This design comes from an exercise in tuning for small area, a short achievable clock period and few clock cycles on the open sky130 flow, not from production work. In this exercise RTL edits were held to simulation tests only and were not proved equivalent to the original. Power is estimated from default activity; no workload was simulated.

File: flow/design.v
module skt_fp_round (
    input  wire               sign,
    input  wire signed [11:0] e,
    input  wire        [47:0] m,
    input  wire               sticky,
    output reg         [31:0] r
);
    reg        [11:0] sh;
    reg        [48:0] ms;     
    reg               lost;
    reg        [24:0] mant;
    reg               g, s, inc;
    reg signed [11:0] ee;
    always @* begin
        ee   = e;
        sh   = 12'd0;
        ms   = {m, sticky};
        lost = 1'b0;
        if (e < 1) begin
            sh = 12'sd1 - e;
            if (sh > 12'd49) begin
                lost = |ms;
                ms   = 49'd0;
            end else begin
                lost = |(ms & ((49'd1 << sh) - 49'd1));
                ms   = ms >> sh;
            end
            ms[0] = ms[0] | lost;
            ee    = 12'sd1;
        end
        mant = {1'b0, ms[48:25]};
        g    = ms[24];
        s    = |ms[23:0];
        inc  = g & (s | mant[0]);
        mant = mant + {24'd0, inc};
        if (mant[24]) begin
            mant = mant >> 1;
            ee   = ee + 12'sd1;
        end
        if (m == 48'd0 && !sticky)
            r = {sign, 31'd0};
        else if (ee >= 12'sd255)
            r = {sign, 8'hFF, 23'd0};
        else if (!mant[23])
            r = {sign, 8'd0, mant[22:0]};
        else
            r = {sign, ee[7:0], mant[22:0]};
    end
endmodule
module skt_clz51 (
    input  wire [50:0] x,
    output reg  [5:0]  n
);
    integer i;
    always @* begin
        n = 6'd51;
        for (i = 0; i < 51; i = i + 1)
            if (x[i]) n = 6'd50 - i[5:0];
    end
endmodule
module skt_fp_add (
    input  wire [31:0] a,
    input  wire [31:0] b,
    output reg  [31:0] r
);
    wire a_nan = (a[30:23] == 8'hFF) && (a[22:0] != 0);
    wire b_nan = (b[30:23] == 8'hFF) && (b[22:0] != 0);
    wire a_inf = (a[30:23] == 8'hFF) && (a[22:0] == 0);
    wire b_inf = (b[30:23] == 8'hFF) && (b[22:0] == 0);
    wire        swap  = b[30:0] > a[30:0];
    wire [31:0] bg   = swap ? b : a;
    wire [31:0] lit = swap ? a : b;
    wire [7:0]  eb = (bg[30:23] == 0) ? 8'd1 : bg[30:23];
    wire [7:0]  es = (lit[30:23] == 0) ? 8'd1 : lit[30:23];
    wire [23:0] mb = {bg[30:23] != 0, bg[22:0]};
    wire [23:0] ms = {lit[30:23] != 0, lit[22:0]};
    wire [7:0]  d  = eb - es;
    wire        sub = bg[31] ^ lit[31];
    reg  [49:0] sm;
    reg         st;
    reg  [50:0] sum;
    always @* begin
        sm = {ms, 26'd0};
        st = 1'b0;
        if (d > 8'd50) begin
            st = |sm;
            sm = 50'd0;
        end else begin
            st = |(sm & ((50'd1 << d) - 50'd1));
            sm = sm >> d;
        end
        sm[0] = sm[0] | st;
        if (sub) sum = {1'b0, mb, 26'd0} - {1'b0, sm};
        else     sum = {1'b0, mb, 26'd0} + {1'b0, sm};
    end
    wire [5:0]  lz;
    skt_clz51 u_clz (.x(sum), .n(lz));
    wire [50:0] norm = sum << lz;
    wire signed [11:0] e_n = $signed({4'd0, eb}) + 12'sd1 - $signed({6'd0, lz});
    wire [31:0] rounded;
    skt_fp_round u_rnd (
        .sign  (bg[31]),
        .e     (e_n),
        .m     (norm[50:3]),
        .sticky(|norm[2:0]),
        .r     (rounded)
    );
    always @* begin
        if (a_nan || b_nan || (a_inf && b_inf && (a[31] != b[31])))
            r = 32'h7FC00000;
        else if (a_inf)
            r = a;
        else if (b_inf)
            r = b;
        else if (sum == 51'd0)
            r = {bg[31] & lit[31], 31'd0};
        else
            r = rounded;
    end
endmodule
module skt_fp_mul (
    input  wire [31:0] a,
    input  wire [31:0] b,
    output reg  [31:0] r
);
    wire a_nan  = (a[30:23] == 8'hFF) && (a[22:0] != 0);
    wire b_nan  = (b[30:23] == 8'hFF) && (b[22:0] != 0);
    wire a_inf  = (a[30:23] == 8'hFF) && (a[22:0] == 0);
    wire b_inf  = (b[30:23] == 8'hFF) && (b[22:0] == 0);
    wire a_zero = a[30:0] == 0;
    wire b_zero = b[30:0] == 0;
    wire sign   = a[31] ^ b[31];
    wire [7:0]  ea = (a[30:23] == 0) ? 8'd1 : a[30:23];
    wire [7:0]  eb = (b[30:23] == 0) ? 8'd1 : b[30:23];
    wire [23:0] ma = {a[30:23] != 0, a[22:0]};
    wire [23:0] mb = {b[30:23] != 0, b[22:0]};
    wire [47:0] p  = ma * mb;
    wire [5:0]  lz;
    skt_clz51 u_clz (.x({p, 3'd0}), .n(lz));
    wire [47:0] norm = p << lz;
    wire signed [11:0] e_n = $signed({4'd0, ea}) + $signed({4'd0, eb}) - 12'sd126
                             - $signed({6'd0, lz});
    wire [31:0] rounded;
    skt_fp_round u_rnd (
        .sign  (sign),
        .e     (e_n),
        .m     (norm),
        .sticky(1'b0),
        .r     (rounded)
    );
    always @* begin
        if (a_nan || b_nan || (a_inf && b_zero) || (b_inf && a_zero))
            r = 32'h7FC00000;
        else if (a_inf || b_inf)
            r = {sign, 8'hFF, 23'd0};
        else if (a_zero || b_zero)
            r = {sign, 31'd0};
        else
            r = rounded;
    end
endmodule
module skt_fp_div (
    input  wire        clk,
    input  wire        rst,
    input  wire        start,
    input  wire [31:0] a,
    input  wire [31:0] b,
    output reg         done,
    output reg  [31:0] r
);
    localparam IDLE = 2'd0, RUN = 2'd1, FIN = 2'd2;
    wire a_nan  = (a[30:23] == 8'hFF) && (a[22:0] != 0);
    wire b_nan  = (b[30:23] == 8'hFF) && (b[22:0] != 0);
    wire a_inf  = (a[30:23] == 8'hFF) && (a[22:0] == 0);
    wire b_inf  = (b[30:23] == 8'hFF) && (b[22:0] == 0);
    wire a_zero = a[30:0] == 0;
    wire b_zero = b[30:0] == 0;
    wire sign   = a[31] ^ b[31];
    wire [5:0] lza, lzb;
    skt_clz51 u_clza (.x({3'd0, a[30:23] != 0, a[22:0], 24'd0}), .n(lza));
    skt_clz51 u_clzb (.x({3'd0, b[30:23] != 0, b[22:0], 24'd0}), .n(lzb));
    wire [23:0] na = {a[30:23] != 0, a[22:0]} << (lza - 6'd3);
    wire [23:0] nb = {b[30:23] != 0, b[22:0]} << (lzb - 6'd3);
    wire signed [11:0] ea = $signed({4'd0, (a[30:23] == 0) ? 8'd1 : a[30:23]})
                            - $signed({6'd0, lza - 6'd3});
    wire signed [11:0] eb = $signed({4'd0, (b[30:23] == 0) ? 8'd1 : b[30:23]})
                            - $signed({6'd0, lzb - 6'd3});
    reg  [1:0]         state;
    reg  [4:0]         count;
    reg  [25:0]        rem;
    reg  [23:0]        dvs;
    reg  [26:0]        q;
    reg                rsign;
    reg  signed [11:0] rexp;
    wire [25:0] diff = rem - {2'd0, dvs};
    wire        ge   = rem >= {2'd0, dvs};
    wire [47:0] m_n = q[26] ? {q, 21'd0} : {q[25:0], 22'd0};
    wire signed [11:0] e_n = q[26] ? rexp : rexp - 12'sd1;
    wire [31:0] rounded;
    skt_fp_round u_rnd (
        .sign  (rsign),
        .e     (e_n),
        .m     (m_n),
        .sticky(rem != 0),
        .r     (rounded)
    );
    always @(posedge clk) begin
        if (rst) begin
            state <= IDLE;
            done  <= 1'b0;
        end else begin
            done <= 1'b0;
            case (state)
                IDLE: if (start) begin
                    if (a_nan || b_nan || (a_inf && b_inf) || (a_zero && b_zero)) begin
                        r    <= 32'h7FC00000;
                        done <= 1'b1;
                    end else if (a_inf || b_zero) begin
                        r    <= {sign, 8'hFF, 23'd0};
                        done <= 1'b1;
                    end else if (a_zero || b_inf) begin
                        r    <= {sign, 31'd0};
                        done <= 1'b1;
                    end else begin
                        rem   <= {2'd0, na};
                        dvs   <= nb;
                        q     <= 27'd0;
                        count <= 5'd0;
                        rsign <= sign;
                        rexp  <= ea - eb + 12'sd127;
                        state <= RUN;
                    end
                end
                RUN: begin
                    q   <= {q[25:0], ge};
                    rem <= (ge ? diff : rem) << 1;
                    count <= count + 5'd1;
                    if (count == 5'd26) state <= FIN;
                end
                FIN: begin
                    r     <= rounded;
                    done  <= 1'b1;
                    state <= IDLE;
                end
                default: state <= IDLE;
            endcase
        end
    end
endmodule
module skt_nco (
    input  wire        clk,
    input  wire        rst,
    input  wire        cp_valid,
    input  wire [39:0] cp_cmd,
    output reg         cp_rsp_valid,
    output reg  [32:0] cp_rsp,
    input  wire        sp_valid,
    input  wire [39:0] sp_cmd,
    output reg         sp_rsp_valid,
    output reg  [32:0] sp_rsp
);
    localparam [31:0] F_ZERO    = 32'h00000000;
    localparam [31:0] F_HALF    = 32'h3F000000;
    localparam [31:0] F_ONE     = 32'h3F800000;
    localparam [31:0] F_MONE    = 32'hBF800000;
    localparam [31:0] F_FOUR    = 32'h40800000;
    localparam [31:0] F_TWO_PI  = 32'h40C90FDB;
    localparam [31:0] F_PI      = 32'h40490FDB;
    localparam [31:0] F_HALF_PI = 32'h3FC90FDB;
    localparam [31:0] F_S3      = 32'hBE2AAAAB;    
    localparam [31:0] F_S5      = 32'h3C088889;    
    localparam [31:0] F_S7      = 32'hB9500D01;    
    localparam [31:0] F_S9      = 32'h3638EF1D;    
    localparam [3:0] OP_SETSR = 4'h1, OP_SETF  = 4'h2, OP_RST   = 4'h3,
                     OP_START = 4'h4, OP_SPEED = 4'h5, OP_DEPTH = 4'h6,
                     OP_GAIN  = 4'h7, OP_SEL   = 4'h8, OP_RD    = 4'h9,
                     OP_NEXT  = 4'hA, OP_SKIP  = 4'hB, OP_TICK  = 4'hC;
    function f_nan(input [31:0] x);
        f_nan = (x[30:23] == 8'hFF) && (x[22:0] != 0);
    endfunction
    function f_zero(input [31:0] x);
        f_zero = (x[30:0] == 0);
    endfunction
    function f_lt(input [31:0] x, input [31:0] y);
        if (f_nan(x) || f_nan(y) || (f_zero(x) && f_zero(y)))
            f_lt = 1'b0;
        else if (x[31] != y[31])
            f_lt = x[31];
        else if (!x[31])
            f_lt = x[30:0] < y[30:0];
        else
            f_lt = x[30:0] > y[30:0];
    endfunction
    function f_ge(input [31:0] x, input [31:0] y);
        f_ge = !f_nan(x) && !f_nan(y) && !f_lt(x, y);
    endfunction
    function [1:0] decode(input [39:0] w, input is_sp);
        reg [3:0]  op;
        reg [1:0]  u;
        reg [31:0] d;
        reg        ok;
        begin
            op = w[39:36];
            u  = w[35:34];
            d  = w[31:0];
            case (op)
                OP_SETSR, OP_SETF:            ok = (u != 2'd3);
                OP_RST, OP_NEXT, OP_SKIP:     ok = (u != 2'd3) && (d == 0);
                OP_START, OP_SPEED,
                OP_DEPTH, OP_GAIN:            ok = (u == 2'd0);
                OP_SEL:                       ok = (u == 2'd0) && (d[31:2] == 0) && (d[1:0] != 2'd3);
                OP_RD:                        ok = (u == 2'd0) && (d[31:4] == 0);
                OP_TICK:                      ok = (u == 2'd0) && (d == 0);
                default:                      ok = 1'b0;
            endcase
            if (!ok || w[33:32] != 2'd0)
                decode = 2'd1;
            else if (is_sp != (op >= OP_NEXT))
                decode = 2'd2;
            else
                decode = 2'd0;
        end
    endfunction
    reg [31:0] sr    [0:2];
    reg [31:0] freq  [0:2];
    reg [31:0] inc   [0:2];
    reg [31:0] phase [0:2];
    reg [31:0] speed, depth, gain;
    reg [1:0]  oscsel;
    reg        cp_pend, sp_pend;
    reg [39:0] cp_word, sp_word;
    localparam [5:0]
        S_IDLE   = 6'd0,  S_DEC    = 6'd1,
        S_I0     = 6'd2,  S_I1     = 6'd3,  S_I2     = 6'd4,  S_IRET   = 6'd5,
        S_U0     = 6'd6,  S_ADV0   = 6'd7,  S_ADV1   = 6'd8,  S_UEND   = 6'd9,
        S_TRI0   = 6'd10, S_TRI1   = 6'd11, S_TRI2   = 6'd12,
        S_SIN0   = 6'd13, S_SIN1   = 6'd14, S_SIN2   = 6'd15, S_SIN3   = 6'd16,
        S_SIN4   = 6'd17, S_SIN5   = 6'd18, S_SIN6   = 6'd19, S_SIN7   = 6'd20,
        S_SIN8   = 6'd21, S_SIN9   = 6'd22, S_SIN10  = 6'd23, S_SIN11  = 6'd24,
        S_SIN12  = 6'd25, S_SIN13  = 6'd26,
        S_C0     = 6'd27, S_C1     = 6'd28, S_C2     = 6'd29, S_C3     = 6'd30,
        S_C4     = 6'd31, S_C5     = 6'd32,
        S_RESP   = 6'd33;
    reg [5:0]  state;
    reg        cur_sp;       
    reg [39:0] word;
    reg [1:0]  unit;         
    reg [31:0] i_sr, i_f;    
    reg [31:0] p, i;         
    reg        want_val;     
    reg [31:0] val;          
    reg [31:0] t, y, z;      
    reg        neg;
    reg [1:0]  sel;          
    reg        rerr;
    reg [31:0] rdata;
    wire [3:0]  w_op   = word[39:36];
    wire [1:0]  w_u    = word[35:34];
    wire [31:0] w_data = word[31:0];
    reg  [31:0] add_a, add_b, mul_a, mul_b;
    wire [31:0] add_r, mul_r, div_r;
    reg         div_start;
    wire        div_done;
    skt_fp_add u_add (.a(add_a), .b(add_b), .r(add_r));
    skt_fp_mul u_mul (.a(mul_a), .b(mul_b), .r(mul_r));
    skt_fp_div u_div (.clk(clk), .rst(rst), .start(div_start),
                      .a(unit == 2'd0 ? t : i_f), .b(i_sr),
                      .done(div_done), .r(div_r));
    wire [31:0] lim = (unit == 2'd0) ? F_TWO_PI : F_ONE;
    always @* begin
        add_a = 32'd0; add_b = 32'd0;
        mul_a = 32'd0; mul_b = 32'd0;
        case (state)
            S_I0:    begin mul_a = F_TWO_PI; mul_b = i_f; end
            S_ADV0:  begin add_a = p; add_b = i; end
            S_ADV1:  begin add_a = t; add_b = {~lim[31], lim[30:0]}; end
            S_TRI0:  begin mul_a = F_FOUR; mul_b = p; add_a = F_ONE; add_b = {~p[31], p[30:0]}; end
            S_TRI1:  begin mul_a = F_FOUR; mul_b = t; end
            S_TRI2:  begin add_a = t; add_b = F_MONE; end
            S_SIN0:  begin add_a = p; add_b = {~F_PI[31], F_PI[30:0]}; end
            S_SIN1:  begin add_a = F_PI; add_b = {~y[31], y[30:0]}; end
            S_SIN2:  begin mul_a = y; mul_b = y; end
            S_SIN3:  begin mul_a = z; mul_b = F_S9; end
            S_SIN4:  begin add_a = t; add_b = F_S7; end
            S_SIN5:  begin mul_a = t; mul_b = z; end
            S_SIN6:  begin add_a = t; add_b = F_S5; end
            S_SIN7:  begin mul_a = t; mul_b = z; end
            S_SIN8:  begin add_a = t; add_b = F_S3; end
            S_SIN9:  begin mul_a = t; mul_b = z; end
            S_SIN10: begin mul_a = t; mul_b = y; end
            S_SIN11: begin add_a = y; add_b = t; end
            S_C0:    begin add_a = val; add_b = F_ONE; end
            S_C1:    begin mul_a = t; mul_b = F_HALF; end
            S_C2:    begin mul_a = t; mul_b = depth; add_a = F_ONE; add_b = {~depth[31], depth[30:0]}; end
            S_C3:    begin add_a = t; add_b = y; end
            S_C4:    begin mul_a = t; mul_b = gain; end
            default: ;
        endcase
    end
    integer k;
    always @(posedge clk) begin
        if (rst) begin
            for (k = 0; k < 3; k = k + 1) begin
                sr[k]    <= F_ZERO;
                freq[k]  <= F_ZERO;
                inc[k]   <= F_ZERO;
                phase[k] <= F_ZERO;
            end
            speed        <= 32'h40000000;
            depth        <= F_ONE;
            gain         <= F_ONE;
            oscsel       <= 2'd0;
            cp_pend      <= 1'b0;
            sp_pend      <= 1'b0;
            cp_rsp_valid <= 1'b0;
            sp_rsp_valid <= 1'b0;
            div_start    <= 1'b0;
            state        <= S_IDLE;
        end else begin
            cp_rsp_valid <= 1'b0;
            sp_rsp_valid <= 1'b0;
            div_start    <= 1'b0;
            if (cp_valid) begin
                cp_pend <= 1'b1;
                cp_word <= cp_cmd;
            end
            if (sp_valid) begin
                sp_pend <= 1'b1;
                sp_word <= sp_cmd;
            end
            case (state)
                S_IDLE: begin
                    if (cp_pend) begin
                        word    <= cp_word;
                        cur_sp  <= 1'b0;
                        cp_pend <= 1'b0;
                        state   <= S_DEC;
                    end else if (sp_pend) begin
                        word    <= sp_word;
                        cur_sp  <= 1'b1;
                        sp_pend <= 1'b0;
                        state   <= S_DEC;
                    end
                end
                S_DEC: begin
                    rdata <= F_ZERO;
                    rerr  <= decode(word, cur_sp) != 2'd0;
                    state <= S_RESP;
                    case (decode(word, cur_sp))
                        2'd1: rdata <= 32'd1;
                        2'd2: rdata <= 32'd2;
                        default: case (w_op)
                            OP_SETSR: begin
                                sr[w_u] <= w_data;
                                unit    <= w_u;
                                i_sr    <= w_data;
                                i_f     <= freq[w_u];
                                state   <= S_I0;
                            end
                            OP_SETF: begin
                                freq[w_u] <= w_data;
                                unit      <= w_u;
                                i_sr      <= sr[w_u];
                                i_f       <= w_data;
                                state     <= S_I0;
                            end
                            OP_RST:   phase[w_u] <= F_ZERO;
                            OP_START: begin
                                unit  <= 2'd0;
                                y     <= speed;       
                                i_sr  <= w_data;
                                i_f   <= speed;
                                state <= S_I0;
                            end
                            OP_SPEED: begin
                                speed <= w_data;
                                unit  <= 2'd0;
                                i_sr  <= sr[0];
                                i_f   <= w_data;
                                state <= S_I0;
                            end
                            OP_DEPTH: depth  <= w_data;
                            OP_GAIN:  gain   <= w_data;
                            OP_SEL:   oscsel <= w_data[1:0];
                            OP_RD: case (w_data[3:0])
                                4'd12:   rdata <= speed;
                                4'd13:   rdata <= depth;
                                4'd14:   rdata <= gain;
                                4'd15:   rdata <= {30'd0, oscsel};
                                default: case (w_data[1:0])
                                    2'd0: rdata <= sr[w_data[3:2]];
                                    2'd1: rdata <= freq[w_data[3:2]];
                                    2'd2: rdata <= inc[w_data[3:2]];
                                    default: rdata <= phase[w_data[3:2]];
                                endcase
                            endcase
                            OP_NEXT, OP_SKIP: begin
                                unit     <= w_u;
                                want_val <= (w_op == OP_NEXT);
                                state    <= S_U0;
                            end
                            OP_TICK: begin
                                sel   <= oscsel;         
                                unit  <= 2'd0;
                                state <= S_U0;
                            end
                            default: ;
                        endcase
                    endcase
                end
                S_I0: begin
                    if (f_zero(i_sr) || f_zero(i_f)) begin
                        t     <= F_ZERO;
                        state <= S_IRET;
                    end else begin
                        if (unit == 2'd0) t <= mul_r;    
                        div_start <= 1'b1;
                        state     <= S_I1;
                    end
                end
                S_I1: state <= S_I2;
                S_I2: if (div_done) begin
                    t     <= div_r;
                    state <= S_IRET;
                end
                S_IRET: begin
                    inc[unit] <= t;
                    state     <= S_RESP;
                    if (w_op == OP_START) begin
                        sr[unit]    <= i_sr;
                        freq[unit]  <= i_f;
                        phase[unit] <= F_ZERO;
                        if (unit != 2'd2) begin
                            unit  <= unit + 2'd1;
                            state <= S_I0;
                        end
                    end else if (w_op == OP_SPEED) begin
                        freq[unit] <= i_f;
                        if (unit != 2'd2) begin
                            unit  <= unit + 2'd1;
                            i_sr  <= sr[unit + 2'd1];
                            state <= S_I0;
                        end
                    end
                end
                S_U0: begin
                    p <= phase[unit];
                    i <= inc[unit];
                    if (w_op == OP_TICK)
                        want_val <= (sel == unit);
                    state <= S_ADV0;
                    if (f_zero(inc[unit])) begin
                        if ((w_op == OP_TICK) ? (sel == unit) : (w_op == OP_NEXT))
                            val <= F_ZERO;
                        state <= S_UEND;
                    end else if ((w_op == OP_TICK) ? (sel == unit) : (w_op == OP_NEXT)) begin
                        case (unit)
                            2'd0:    state <= S_SIN0;
                            2'd1:    begin
                                val   <= f_lt(phase[1], F_HALF) ? F_ONE : F_MONE;
                                state <= S_ADV0;
                            end
                            default: state <= S_TRI0;
                        endcase
                    end
                end
                S_TRI0: begin
                    if (f_lt(p, F_HALF)) begin
                        t     <= mul_r;           
                        state <= S_TRI2;
                    end else begin
                        t     <= add_r;           
                        state <= S_TRI1;
                    end
                end
                S_TRI1: begin t <= mul_r; state <= S_TRI2; end
                S_TRI2: begin val <= add_r; state <= S_ADV0; end
                S_SIN0: begin
                    if (f_ge(p, F_PI)) begin
                        y   <= add_r;             
                        neg <= 1'b1;
                    end else begin
                        y   <= p;
                        neg <= 1'b0;
                    end
                    state <= S_SIN1;
                end
                S_SIN1: begin
                    if (f_lt(F_HALF_PI, y)) y <= add_r;    
                    state <= S_SIN2;
                end
                S_SIN2:  begin z <= mul_r; state <= S_SIN3;  end
                S_SIN3:  begin t <= mul_r; state <= S_SIN4;  end
                S_SIN4:  begin t <= add_r; state <= S_SIN5;  end
                S_SIN5:  begin t <= mul_r; state <= S_SIN6;  end
                S_SIN6:  begin t <= add_r; state <= S_SIN7;  end
                S_SIN7:  begin t <= mul_r; state <= S_SIN8;  end
                S_SIN8:  begin t <= add_r; state <= S_SIN9;  end
                S_SIN9:  begin t <= mul_r; state <= S_SIN10; end
                S_SIN10: begin t <= mul_r; state <= S_SIN11; end
                S_SIN11: begin t <= add_r; state <= S_SIN12; end
                S_SIN12: begin
                    if (f_lt(F_ONE, t)) t <= F_ONE;
                    state <= S_SIN13;
                end
                S_SIN13: begin
                    val   <= neg ? {~t[31], t[30:0]} : t;
                    state <= S_ADV0;
                end
                S_ADV0: begin t <= add_r; state <= S_ADV1; end
                S_ADV1: begin
                    phase[unit] <= f_ge(t, lim) ? add_r : t;
                    state       <= S_UEND;
                end
                S_UEND: begin
                    if (w_op == OP_TICK) begin
                        if (unit != 2'd2) begin
                            unit  <= unit + 2'd1;
                            state <= S_U0;
                        end else
                            state <= S_C0;
                    end else begin
                        rdata <= (w_op == OP_NEXT) ? val : F_ZERO;
                        state <= S_RESP;
                    end
                end
                S_C0: begin t <= add_r; state <= S_C1; end            
                S_C1: begin                                          
                    t     <= mul_r;
                    state <= f_lt(depth, F_ONE) ? S_C2 : S_C4;
                end
                S_C2: begin t <= mul_r; y <= add_r; state <= S_C3; end    
                S_C3: begin t <= add_r; state <= S_C4; end
                S_C4: begin t <= mul_r; state <= S_C5; end            
                S_C5: begin rdata <= t; state <= S_RESP; end
                S_RESP: begin
                    if (cur_sp) begin
                        sp_rsp_valid <= 1'b1;
                        sp_rsp       <= {rerr, rdata};
                    end else begin
                        cp_rsp_valid <= 1'b1;
                        cp_rsp       <= {rerr, rdata};
                    end
                    state <= S_IDLE;
                end
                default: state <= S_IDLE;
            endcase
        end
    end
endmodule
File: flow/run.sh
#!/bin/bash
# synth_recipe.tcl (not shown) runs the flow's synth.tcl, then flattens the netlist and writes it again
# the make line also repeats each setting of config.mk as NAME=value (left out here)
make -C /OpenROAD-flow-scripts/flow DESIGN_CONFIG=/design/flow/config.mk WORK_HOME=/design/flow/orfs CLKGATE_MAP_FILE= SYNTH_SCRIPT=/design/flow/synth_recipe.tcl finish
File: flow/config.mk
export PLATFORM = sky130hd
export DESIGN_NAME = skt_nco
export DESIGN_NICKNAME = skt_nco
export VERILOG_FILES = /design/flow/design.v
export SDC_FILE = /design/flow/constraint.sdc
export NUM_CORES = 4
export LEC_CHECK = 0
export CAP_MARGIN = 20
export CORE_MARGIN = 2
export CORE_UTILIZATION = 40
export SLEW_MARGIN = 20
File: flow/constraint.sdc
create_clock -name core_clock -period 25.0 [get_ports {clk}]
set_input_delay 5.0000 -clock core_clock [delete_from_list [all_inputs] [get_ports {clk}]]
set_output_delay 5.0000 -clock core_clock [all_outputs]
set_load 0.01 [all_outputs]
==> results.yml <==
outcome:
  status: "no timing/DRC/antenna violations"
power:
  p_leak_nw: 49.63
  power_density_nw_per_um2: 40.54
  peakVddDrop_v: 0.00005441
global_routing:
  grt_overflow: 0
  antenna_found_initial: 110
  grtUsageTotal: 0.4561
  grt_pass1_wl_um: 991700
  grt_max_degree: 103
  grt_pass1_vias: 119200
layout:
  drive_above_1_share: 0.1205
  nets: 14770
  fin_area_um2: 136200
  regArea_um2: 36020
  area_growth_syn_to_layout_pct: 11.14
  multi_input_area_um2: 80860
  n_fill_cell: 30030
setup_path:
  path_class: "flip-flop to flip-flop"
  worst_path_largest_cell_delay_ns: 0.87
  cp.required_ns: 25.64
  end_kind: "flip-flop"
  slowest_stage: "or4b_1"
  crit_path_start_kind: "flip-flop"
  path_common_cell: "nor2_1"
  path_max_fanout: 38
  timing.critical_path.arrival_ns: 24.26
synthesis:
  synth-async-reset-ratio: 0
  synth.distinct_cells: 141
  synth_edf_count: 1120
  syn_area_per_cell_um2: 8.836
  yosys_most_used_dff: "edfxtp_1"
  syn-instance-count: 13870
  synth-seq-cells: 1238
  syn_nets: 14820
  ys_seq_area_frac: 0.2937
  syn_area_um2: 122500
  yosys_warnings: 6
route:
  viasPerCell: 7.015
  drt_wl_total_um: 723300
  drt_iter0_drc: 20150
  vias: 127200
  ant_nets: 0
  drc: 0
  wl_per_cell_um: 39.90
  dr.pass1.iters: 10
sta:
  max_slew.worst_pin.slew_ns: 1.349
  slew_viol_final: 0
  min_period_ns: 23.62
  finalSetupViolCount: 0
  rsz0062_at_grt: "false"
  maxSlewHeadroom: 0.09736
  timing.final.crit_share: 0.9447
  setup_tns_ns: 0
  skew_ns: 0.07911
  timing.fmax_mhz: 42.34
  hold_viol: 0
cts:
  clk_pin_slew_ns: 0.06
  cts_hold_buf: 0
  clock_path_buffers: 4
  cts_sinks: 1238
  cts_resized: 0
  htreeDepth: 4
  cts_buffers: 153
  post-cts-setup-buffers: 0
  cts_tree: "yes"
  clock_latency_ns: 0.92
  cts_root_buf: "clkbuf_16"
floorplan:
  die-height_um: 557.5
  start_util: 0.4014
  die_area_um2: 310800
  core_area_um2: 305300
  io_pins: 152
  rows: 203
  fp.dieW_um: 557.5
placed_design:
  place_congestion: 1.168
  io_buffers: 151
  dpl.hpwl_um: 542400
  place_area_um2: 130800
run:
  max_cap_viol_count: 0
min_path:
  hold_path_class: "flip-flop to flip-flop"
routing by layer:
metal,vias up,share of wire,track usage,routed length [um]
li1,51910,-,-,-
met5,-,0.00041,0.002470,300
met4,44,0.12,0.4325,84250
met3,3036,0.11,0.1436,82170
met2,9795,0.43,0.6804,311000
met1,62380,0.34,0.5153,245500
critical path: cells and delay by family, from the launching register on:
kind	cells	cell delay, ns
flops	1	0.30
xor+xnor	2	0.70
buf+inv	8	1.32
compound gates	23	6.02
fa+ha+maj	11	5.00
simple gates	25	9.90
power by group:
group / internal [mW] / switching, mW / leakage [nW]
Combinational: 0.265 / 0.549 / 35.5
Sequential: 2.32 / 0.0858 / 11.8
Clock: 1.29 / 1.01 / 2.40
Total: 3.88 / 1.64 / 49.6
final timing paths:
check                        startpoint  cells past startpoint  slack, ns              endpoint
setup / recovery  state[3]$_SDFFE_PP0P_                     69       1.38        t[0]$_DFFE_PP_
hold / removal      rdata[10]$_DFFE_PP_                      0       0.45  cp_rsp[10]$_DFFE_PP_
setup reg to reg  state[3]$_SDFFE_PP0P_                     69       1.38        t[0]$_DFFE_PP_
hold reg to reg     rdata[10]$_DFFE_PP_                      0       0.45  cp_rsp[10]$_DFFE_PP_
cells by family (layout without fill, tap and decap cells):
kind of cell / after synthesis / count (layout) / share of synthesized area
flip-flops: 1238 / 1238 / 0.2937
buffers and inverters: 1674 / 1736 / 0.05311
AO/OA/AOI/OAI: 3679 / 3679 / 0.2066
AND/OR/NAND/NOR: 5280 / 5280 / 0.2030
adder cells (fa/ha/maj): 872 / 872 / 0.1190
multiplexers: 798 / 798 / 0.1010
other: 0 / 98 / 0
XOR/XNOR: 326 / 326 / 0.02354
flip-flops by register name, indices dropped and copies added, names as in the netlist, 33 cells and up, named ones only:
register	cells
sp_rsp	33
cp_rsp	33
sp_word	40
word	40
phase	128
inc	128
sr	128
cp_word	40
freq	128
stage by stage:
stage          setup WS, ns  power, mW  utilization  hold WS, ns  instances
2_1_floorplan         3.702      2.815            -       0.4215      13870
3_3_place_gp          1.786      3.204       0.4283       0.4318      17740
3_5_place_dp          2.108      3.205       0.4284       0.4407      17750
4_1_cts               1.952      5.463       0.4446       0.4543      18020
5_1_grt              0.4139      5.600       0.4455       0.4694      18060
6_report              1.382      5.522       0.4461       0.4516      18130
Yosys cell counts (268+ instances only):
| library cell | n | area, um2 |
|---|---|---|
| a21oi_1 | 755 | 3779 |
| nand2_1 | 1758 | 6599 |
| mux4_2 | 340 | 7657 |
| inv_1 | 648 | 2432 |
| nand3_1 | 424 | 2122 |
| edfxtp_1 | 1120 | 33630 |
| ha_1 | 381 | 4767 |
| nor2_1 | 1328 | 4985 |
| o21ai_0 | 685 | 3428 |
| mux2i_1 | 354 | 3543 |
| a22oi_1 | 268 | 2012 |
| clkbuf_1 | 821 | 3082 |
| fa_1 | 489 | 9789 |
| nor3_1 | 416 | 2082 |
area by class of cell:
| cell class | instances | area share |
|---|---|---|
| Inverter | 667 | 0.01838 |
| Sequential cell | 1238 | 0.2645 |
| Multi-Input combinational cell | 10960 | 0.5938 |
| Clock buffer | 189 | 0.02997 |
| Clock inverter | 82 | 0.006284 |
| Antenna cell | 98 | 0.001801 |
| Tap cell | 4100 | 0.03767 |
| Timing Repair Buffer | 798 | 0.04768 |
cells in the final DEF, fill, tap and decap left out, drive strengths merged, types with 193 or more instances in the layout:
cell type / n
and2: 196
nand2: 1762
a22oi: 268
nor4: 210
ha: 381
o21ai: 728
edfxtp: 1120
buf: 644
mux4: 340
nand3: 424
mux2i: 355
nor2: 1332
and3: 200
clkbuf: 193
nor3: 425
inv: 669
a21oi: 766
fa: 489
Testbench counts, summed over its fixed seeds: cycles 116,869.

## re-timing with driven ports
The flow's constraints put no driver on any port. The routed layout listed below was extracted and timed again, unchanged, in two steps. Step 1 assumes that a clkbuf_16 drives the clock port and a buf_2 every other input. Step 2, shift: input delay + t, output delay - t, t = (earliest + latest rising clock arrival at the registers) / 2. This alone moves slack from input paths to output paths. a / b / c = ideal / step 1 / step 2; a / b = the first two.
t, ns: 1.004
slack for setup (ns): 1.382 / 1.382 / 1.382
hold slack, ns: 0.452 / 0.452 / 0.452
cell pins on the clock port's net: 1
After both steps this run still meets setup and hold. For this run, drivers alone change the setup slack by 0.000 ns; drivers and shift together by 0.000 ns.
